From an optimization exercise on the open Yosys and OpenROAD flow, aimed at small area; shortcuts taken in it are not production practice. In this exercise RTL edits were held to simulation tests only and were not proved equivalent to the original.

## run 1
==> flow/design.v (excerpt) <==
module aes_cbc_dec (
    input  wire        clk,
    input  wire        rst,
    input  wire        bus_valid,
    input  wire        bus_we,
    input  wire [7:0]  bus_addr,
    input  wire [31:0] bus_wdata,
    output reg  [31:0] bus_rdata
);
Size: roughly 470 flip-flops, about 76 I/O pins.
clock: 10.0 ns
lec_check: 0
abc_area: 1
cap_margin: 20
core_margin: 2
core_utilization: 70
slew_margin: 20
standard.sh (not shown) runs the stock make flow with config.mk's settings and CLKGATE_MAP_FILE= SYNTH_SCRIPT=/design/flow/synth_recipe.tcl, a recipe that flattens the netlist after the stock synthesis.
==> flow/flow/run.sh <==
#!/bin/bash
# Layout flow: the standard ORFS flow, with changes that only affect
# how much cell area the layout uses:
#  - ABC optimises (two rounds of &deepsyn) and maps the logic for area
#    (flow/abc_own.script) instead of with the delay-driven
#    buffering/sizing script; adders are left to ABC (no half-adder cell
#    extraction, no Kogge-Stone carry map). Registers are mapped by Yosys
#    before ABC runs, exactly as in the standard synthesis;
#  - the port buffers are the smallest buffer instead of clkdlybuf4s50;
#  - clock tree synthesis uses small clock buffers (clkbuf_4) in clusters of
#    at most 9 flip-flops and does not add dummy loads.
# Everything else (synthesis script, floorplan, power grid, tap cells,
# placement, CTS, routing) is the standard flow's. Each tool's output goes
# to a log file in the work folder.
set -euo pipefail
W=$(pwd)
rm -rf "$W/own_scripts"
cp -r "$FLOW_HOME/scripts" "$W/own_scripts"
cp "$W/flow/abc_own.script" "$W/own_scripts/abc_area.script"
export SCRIPTS_DIR="$W/own_scripts"
export ABC_AREA=1
export ADDER_MAP_FILE=
export SYNTH_OPERATIONS_ARGS="-noshare"
export BUFFER_PORTS_ARGS="-buffer_cell sky130_fd_sc_hd__buf_1"
export CTS_ARGS="-sink_clustering_enable -repair_clock_nets -dont_use_dummy_load -buf_list sky130_fd_sc_hd__clkbuf_4 -sink_clustering_size 9 -sink_clustering_max_diameter 40"
make -C "$FLOW_HOME" DESIGN_CONFIG="$W/config.mk" WORK_HOME="$W/orfs" \
    CLKGATE_MAP_FILE= SYNTH_SCRIPT="$W/synth_recipe.tcl" finish > "$W/make_finish.log" 2>&1
R="$W/orfs/results/${FLOW_PLATFORM:-sky130hd}/aes_cbc_dec/base"
: # left out here: write the final layout as DEF
==> flow/flow/abc_own.script <==
strash
&get -n
&deepsyn -T 120
&put
strash
&get -n
&dch -f
&nf -R 1000 -a
&put
mfs2 -a
strash
&get -n
&deepsyn -T 120
&put
strash
&get -n
&dch -f
&nf -R 1000 -a
&put
mfs2 -a
strash
&get -n
&dch -f
&nf -R 1000 -a
&put
Run 1 finished all stages; the layout is clean.
### run 1 -> run 2
-- flow/flow/run.sh --
<<< run 1, line 3
# how much cell area the layout uses:
#  - ABC optimises (two rounds of &deepsyn) and maps the logic for area
#    (flow/abc_own.script) instead of with the delay-driven
>>> run 2, line 3
# how much cell area the layout uses:
#  - ABC optimises (&deepsyn) and maps the logic for area
#    (flow/abc_own.script) instead of with the delay-driven
<<< run 1, line 10
#  - clock tree synthesis uses small clock buffers (clkbuf_4) in clusters of
#    at most 9 flip-flops and does not add dummy loads.
# Everything else (synthesis script, floorplan, power grid, tap cells,
>>> run 2, line 10
#  - clock tree synthesis uses small clock buffers (clkbuf_4) in clusters of
#    at most 10 flip-flops and does not add dummy loads.
# Everything else (synthesis script, floorplan, power grid, tap cells,
<<< run 1, line 24
export BUFFER_PORTS_ARGS="-buffer_cell sky130_fd_sc_hd__buf_1"
export CTS_ARGS="-sink_clustering_enable -repair_clock_nets -dont_use_dummy_load -buf_list sky130_fd_sc_hd__clkbuf_4 -sink_clustering_size 9 -sink_clustering_max_diameter 40"
make -C "$FLOW_HOME" DESIGN_CONFIG="$W/config.mk" WORK_HOME="$W/orfs" \
>>> run 2, line 24
export BUFFER_PORTS_ARGS="-buffer_cell sky130_fd_sc_hd__buf_1"
export CTS_ARGS="-sink_clustering_enable -repair_clock_nets -dont_use_dummy_load -buf_list sky130_fd_sc_hd__clkbuf_4 -sink_clustering_size 10 -sink_clustering_max_diameter 40"
make -C "$FLOW_HOME" DESIGN_CONFIG="$W/config.mk" WORK_HOME="$W/orfs" \
-- flow/flow/abc_own.script --
<<< run 1, line 1
strash
&get -n
&deepsyn -T 120
&put
strash
&get -n
&dch -f
&nf -R 1000 -a
&put
mfs2 -a
strash
>>> run 2, line 1
strash
==> run summary <==
- Compared with run 1, run 2 shows a synthesized-area fraction occupied by ao, oa, aoi and oai cells that is 0.33 points higher.
- Run 2 reports its end of the critical path as lane3[28] while run 1 reports lane1[27].
- Worst-case setup slack after placement in run 2 is 0.57 ns below run 1.
- Going from run 1 to run 2, final-layout clock-cell area share about even.
Input-level comparison between run 3 and run 2:
-- flow/flow/run.sh --
<<< run 2, line 3
# how much cell area the layout uses:
#  - ABC optimises (&deepsyn) and maps the logic for area
#    (flow/abc_own.script) instead of with the delay-driven
>>> run 3, line 3
# how much cell area the layout uses:
#  - ABC optimises (two rounds of &deepsyn) and maps the logic for area
#    (flow/abc_own.script) instead of with the delay-driven
-- flow/flow/abc_own.script --
<<< run 2, line 1
strash
>>> run 3, line 1
strash
&get -n
&deepsyn -T 120
&put
strash
&get -n
&dch -f
&nf -R 1000 -a
&put
mfs2 -a
strash
==> comparison <==
Going from run 2 to run 3, total length of routed met3 wires -2.6%; fraction of the cycle the final worst path needs -4.2 points. Cmp run 3 vs run 2: utilization of the core after routing lower in run 3. Sum of buffers and inverters on the critical path on run 3 is down relative to run 2. Run 3 against run 2: achievable frequency rose by 4.9%, required time of the worst setup path held steady.

* * *

aes_cbc_dec, a different RTL version from the one above (not shown whole).
Size: ~2,500 cells after synthesis, roughly 470 flip-flops, roughly 76 I/O pins, roughly 24,000 um2 of cells after synthesis.
Design aes_cbc_dec, start of the top module:
module aes_cbc_dec (
    input  wire        clk,
    input  wire        rst,
    input  wire        bus_valid,
    input  wire        bus_we,
    input  wire [7:0]  bus_addr,
    input  wire [31:0] bus_wdata,
    output reg  [31:0] bus_rdata
);
    localparam [1:0] S_IDLE = 2'd0;
    localparam [1:0] S_RUN  = 2'd1;
    localparam [1:0] S_DONE = 2'd2;
    localparam [1:0] S_ERR  = 2'd3;
    localparam [2:0] R_ZERO = 3'd0;
    localparam [2:0] R_STAT = 3'd1;
    localparam [2:0] R_LEN  = 3'd2;
    localparam [2:0] R_ICNT = 3'd3;
    localparam [2:0] R_OCNT = 3'd4;
    localparam [2:0] R_DOUT = 3'd5;
    reg [1:0]   state;
    reg         perr;
    reg [31:0]  len;
    reg [31:0]  icnt;
    reg         full;      
    reg         ordy;      
    reg [3:0]   optr;      
    reg         first;     
    reg [255:0] ch;
    reg [31:0]  lane0, lane1, lane2, lane3;
    reg [2:0]   rsel;
    reg         rbusy;     
    reg         go;
    reg [3:0]   rnd;
    reg [5:0]   cyc;
    wire run  = (state == S_RUN);
    wire eq   = (icnt[31:4] == len[31:4]) && (icnt[3:0] == 4'd0);   
    wire irdy = run && !full && !eq;
    wire busy = run && full && !ordy;
    wire wr = bus_valid && bus_we;
    wire rd = bus_valid && !bus_we;
    wire a_ctrl = (bus_addr == 8'h00);
    wire a_stat = (bus_addr == 8'h04);
    wire a_len  = (bus_addr == 8'h08);
    wire a_din  = (bus_addr == 8'h0C);
    wire a_dout = (bus_addr == 8'h10);
    wire a_icnt = (bus_addr == 8'h14);
    wire a_ocnt = (bus_addr == 8'h18);
    wire [7:0] cmd = bus_wdata[7:0];
    wire idle     = (state == S_IDLE);
    wire do_clear = wr && a_ctrl && (cmd == 8'h02);
    wire do_start = wr && a_ctrl && (cmd == 8'h01) && idle;
    wire do_len   = wr && a_len && idle;
    wire do_push  = wr && a_din && irdy;
    wire do_pop   = rd && a_dout && ordy;
  ...
make LEC_CHECK=0 ABC_AREA=1 CAP_MARGIN=20 CORE_MARGIN=2 CORE_UTILIZATION=40 SLEW_MARGIN=20 finish   # period 10.0 ns
run.sh (not shown) runs the stock make flow with config.mk's settings and CLKGATE_MAP_FILE= SYNTH_SCRIPT=/design/flow/synth_recipe.tcl, a recipe that flattens the netlist after the stock synthesis.
Stock flow here: none of the scripts above is used.
The first run completed without violations.
Change:
==> flow/flow/run.sh (new file) <==
#!/bin/bash
# Layout flow: the standard ORFS flow, with three changes that only
# affect how much cell area the layout uses:
#  - ABC maps the logic for area (flow/abc_own.script) instead of with the
#    delay-driven buffering/sizing script; registers are mapped by Yosys
#    before ABC runs, exactly as in the standard synthesis;
#  - the port buffers are the smallest buffer instead of clkdlybuf4s50;
#  - clock tree synthesis uses small clock buffers (clkbuf_4) in clusters of
#    at most 9 flip-flops and does not add dummy loads.
# Everything else (synthesis script, floorplan, power grid, tap cells,
# placement, CTS, routing) is the standard flow's. Each tool's output goes
# to a log file in the work folder.
set -euo pipefail
W=$(pwd)
rm -rf "$W/own_scripts"
cp -r "$FLOW_HOME/scripts" "$W/own_scripts"
cp "$W/flow/abc_own.script" "$W/own_scripts/abc_area.script"
export SCRIPTS_DIR="$W/own_scripts"
export ABC_AREA=1
export BUFFER_PORTS_ARGS="-buffer_cell sky130_fd_sc_hd__buf_1"
export CTS_ARGS="-sink_clustering_enable -repair_clock_nets -dont_use_dummy_load -buf_list sky130_fd_sc_hd__clkbuf_4 -sink_clustering_size 9 -sink_clustering_max_diameter 40"
make -C "$FLOW_HOME" DESIGN_CONFIG="$W/config.mk" WORK_HOME="$W/orfs" \
    CLKGATE_MAP_FILE= SYNTH_SCRIPT="$W/synth_recipe.tcl" finish > "$W/make_finish.log" 2>&1
R="$W/orfs/results/${FLOW_PLATFORM:-sky130hd}/aes_cbc_dec/base"
: # left out here: write the final layout as DEF
==> flow/flow/abc_own.script (new file) <==
strash
&get -n
&fraig -x
&put
scorr
dc2
strash
&get -n
&dch -f
&nf -R 1000 -a
&put
==> flow/standard.sh (new file) <==
#!/bin/bash
# synth_recipe.tcl (not shown) runs the flow's synth.tcl, then flattens the netlist and writes it again
# the make line also repeats each setting of config.mk as NAME=value (left out here)
make -C /OpenROAD-flow-scripts/flow DESIGN_CONFIG=/design/flow/config.mk WORK_HOME=/design/flow/orfs CLKGATE_MAP_FILE= SYNTH_SCRIPT=/design/flow/synth_recipe.tcl "${@:-finish}"
removed: flow/run.sh
=>
- utilization is lower by 1.4 points
- wire length drops by 13%
- final area is lower by 13%
- die area came out lower by 11%
- setup slack got worse by 0.49 ns
- flip-flop and latch count does not change
- via count falls by 16%
- clock-buffer cell count rises by 12

-- afterwards: timing with drivers on the ports --
In the flow no input, the clock included, has a driving cell. The finished layouts below were timed again as built, in two steps. Step 1: set_driving_cell puts a clkbuf_16 on clk and a buf_2 on each other input, an assumption about the parent block. Step 2, shift: input delay + t, output delay - t, t = (earliest + latest rising clock arrival at the registers) / 2. This alone moves slack from input paths to output paths. a / b / c = ideal / step 1 / step 2; a / b = the first two.
| run | shift t [ns] | setup WS [ns] | worst data-port slew with drivers (ns) |
|---|---|---|---|
| run 1 | 0.771 | 1.254 / 1.254 / 1.254 | 0.04 |
| run 2 | 0.763 | 0.859 / 0.859 / 0.859 | 0.05 |
| run 3 | 0.741 | 1.282 / 1.282 / 1.282 | 0.04 |
| the first run of note 2 | 0.641 | 2.026 / 1.966 / 2.607 | 0.06 |
| the second run of note 2 | 0.806 | 1.536 / 1.477 / 1.589 | 0.04 |
After both steps every run listed still meets setup and hold.
